From an optimization exercise on the open Yosys and OpenROAD flow, aimed at small area and a short achievable clock period; shortcuts taken in it are not production practice.
The RTL was checked by simulation tests, not by an equivalence proof against the original design.

// pkt_framer
module pkt_framer (
    input             clk,
    input             rst,
    input             op_valid,
    input      [15:0] op_word,
    output            op_ready,
    output reg        res_valid,
    output reg [7:0]  res_data,
    input             rx_valid,
    input      [7:0]  rx_data,
    output            rx_ready,
    input             tx_line_ready,
    output reg        tx_valid,
    output reg [7:0]  tx_data
);
Size in the first run: ~7000 cells after synthesis, ~49 I/O pins.
==> module dec3, before the edit <==
module dec3 (
    input  [2:0] a,
    output [7:0] y,
    output [7:0] y_n
);
    wire [2:0] a_n = ~a;
    genvar g;
    generate
        for (g = 0; g < 8; g = g + 1) begin : d
            nand3m u_n (.a(g & 1 ? a[0] : a_n[0]), .b(g & 2 ? a[1] : a_n[1]),
                        .c(g & 4 ? a[2] : a_n[2]), .y(y_n[g]));
            nor3m  u_p (.a(g & 1 ? a_n[0] : a[0]), .b(g & 2 ? a_n[1] : a[1]),
                        .c(g & 4 ? a_n[2] : a[2]), .y(y[g]));
        end
    endgenerate
endmodule
==> module dec3n, before the edit <==
module dec3n (
    input  [2:0] a,
    output [7:0] y_n
);
    wire [2:0] a_n = ~a;
    genvar g;
    generate
        for (g = 0; g < 8; g = g + 1) begin : d
            nand3m u (.a(g & 1 ? a[0] : a_n[0]), .b(g & 2 ? a[1] : a_n[1]),
                      .c(g & 4 ? a[2] : a_n[2]), .y(y_n[g]));
        end
    endgenerate
endmodule
==> module dec4n, before the edit <==
module dec4n (
    input  [3:0]  a,
    output [15:0] y_n
);
    wire [3:0] a_n = ~a;
    genvar g;
    generate
        for (g = 0; g < 16; g = g + 1) begin : d
            nand4m u (.a(g & 1 ? a[0] : a_n[0]), .b(g & 2 ? a[1] : a_n[1]),
                      .c(g & 4 ? a[2] : a_n[2]), .d(g & 8 ? a[3] : a_n[3]), .y(y_n[g]));
        end
    endgenerate
endmodule
export LEC_CHECK = 0
export CAP_MARGIN = 20
export CORE_MARGIN = 2
export CORE_UTILIZATION = 40
export CTS_CLUSTER_DIAMETER = 100
export CTS_CLUSTER_SIZE = 30
export SETUP_SLACK_MARGIN = 4.5
export SLEW_MARGIN = 20
export SYNTH_HIERARCHICAL = 1
create_clock -name core_clock -period 8.0 [get_ports {clk}]
standard.sh (not shown) runs the stock make flow with config.mk's settings and CLKGATE_MAP_FILE= SYNTH_SCRIPT=/design/flow/synth_recipe.tcl, a recipe that flattens the netlist after the stock synthesis.
==> flow/flow/run.sh <==
#!/bin/bash
# The standard layout (standard.sh), with the ports buffered by plain
# buffers instead of the delay cell that buffer_ports picks by default.
# standard.sh writes the ORFS logs under orfs/logs; its own output goes to
# standard.log here.
set -e
export BUFFER_PORTS_ARGS="-buffer_cell sky130_fd_sc_hd__buf_4"
bash standard.sh > standard.log 2>&1
Next try:
--- a/flow/design.v
+++ b/flow/design.v
@@ -1,18 +1,15 @@
 module dec3 (
     input  [2:0] a,
     output [7:0] y,
     output [7:0] y_n
 );
-    wire [2:0] a_n = ~a;
     genvar g;
     generate
         for (g = 0; g < 8; g = g + 1) begin : d
-            nand3m u_n (.a(g & 1 ? a[0] : a_n[0]), .b(g & 2 ? a[1] : a_n[1]),
-                        .c(g & 4 ? a[2] : a_n[2]), .y(y_n[g]));
-            nor3m  u_p (.a(g & 1 ? a_n[0] : a[0]), .b(g & 2 ? a_n[1] : a[1]),
-                        .c(g & 4 ? a_n[2] : a[2]), .y(y[g]));
+            assign y[g]   = (a == g);
+            assign y_n[g] = (a != g);
         end
     endgenerate
 endmodule
 module dec4e (
     input  [3:0]  a,
@@ -30,29 +27,25 @@
 endmodule
 module dec3n (
     input  [2:0] a,
     output [7:0] y_n
 );
-    wire [2:0] a_n = ~a;
     genvar g;
     generate
         for (g = 0; g < 8; g = g + 1) begin : d
-            nand3m u (.a(g & 1 ? a[0] : a_n[0]), .b(g & 2 ? a[1] : a_n[1]),
-                      .c(g & 4 ? a[2] : a_n[2]), .y(y_n[g]));
+            assign y_n[g] = (a != g);
         end
     endgenerate
 endmodule
 module dec4n (
     input  [3:0]  a,
     output [15:0] y_n
 );
-    wire [3:0] a_n = ~a;
     genvar g;
     generate
         for (g = 0; g < 16; g = g + 1) begin : d
-            nand4m u (.a(g & 1 ? a[0] : a_n[0]), .b(g & 2 ? a[1] : a_n[1]),
-                      .c(g & 4 ? a[2] : a_n[2]), .d(g & 8 ? a[3] : a_n[3]), .y(y_n[g]));
+            assign y_n[g] = (a != g);
         end
     endgenerate
 endmodule
 module nor2m  (input a, b, output y);       assign y = ~(a | b);         endmodule
 module nand2m (input a, b, output y);       assign y = ~(a & b);         endmodule
Final area is about the same.
Via count grows by 0.79%.
Global-route usage shrinks by 0.11 points.
Wire length stays flat.
Utilization shrinks by 0.28 points.
First-iteration DRC count grows by 0.60%.

[separate check: timing with driven ports]
In the flow no input, the clock included, has a driving cell. The finished layouts below were timed again as built, in two steps.
Step 1, drivers: a clkbuf_16 drives clk and a buf_2 each remaining input, both assumed.
Step 2 adds t to the input delays and takes it off the output delays; t is the mean of the earliest and latest rising clock arrival at the registers after step 1. Input paths then give back, and output paths get back, about the clock's delay inside the block.
Three values: ideal, step 1, step 2; two values: the first two.
| run | shift t [ns] | slack for setup (ns) | worst setup path at the end | pins driven straight from the clock port |
|---|---|---|---|---|
| the first run | 0.841 | 4.388 / 4.340 / 3.677 | input to register | 1 |
| the second run | 0.839 | 4.395 / 4.372 / 3.630 | input to register | 1 |
After both steps every run listed still meets setup and hold. For the second run, which loses most, drivers alone change the setup slack by -0.023 ns; drivers and shift together by -0.765 ns.
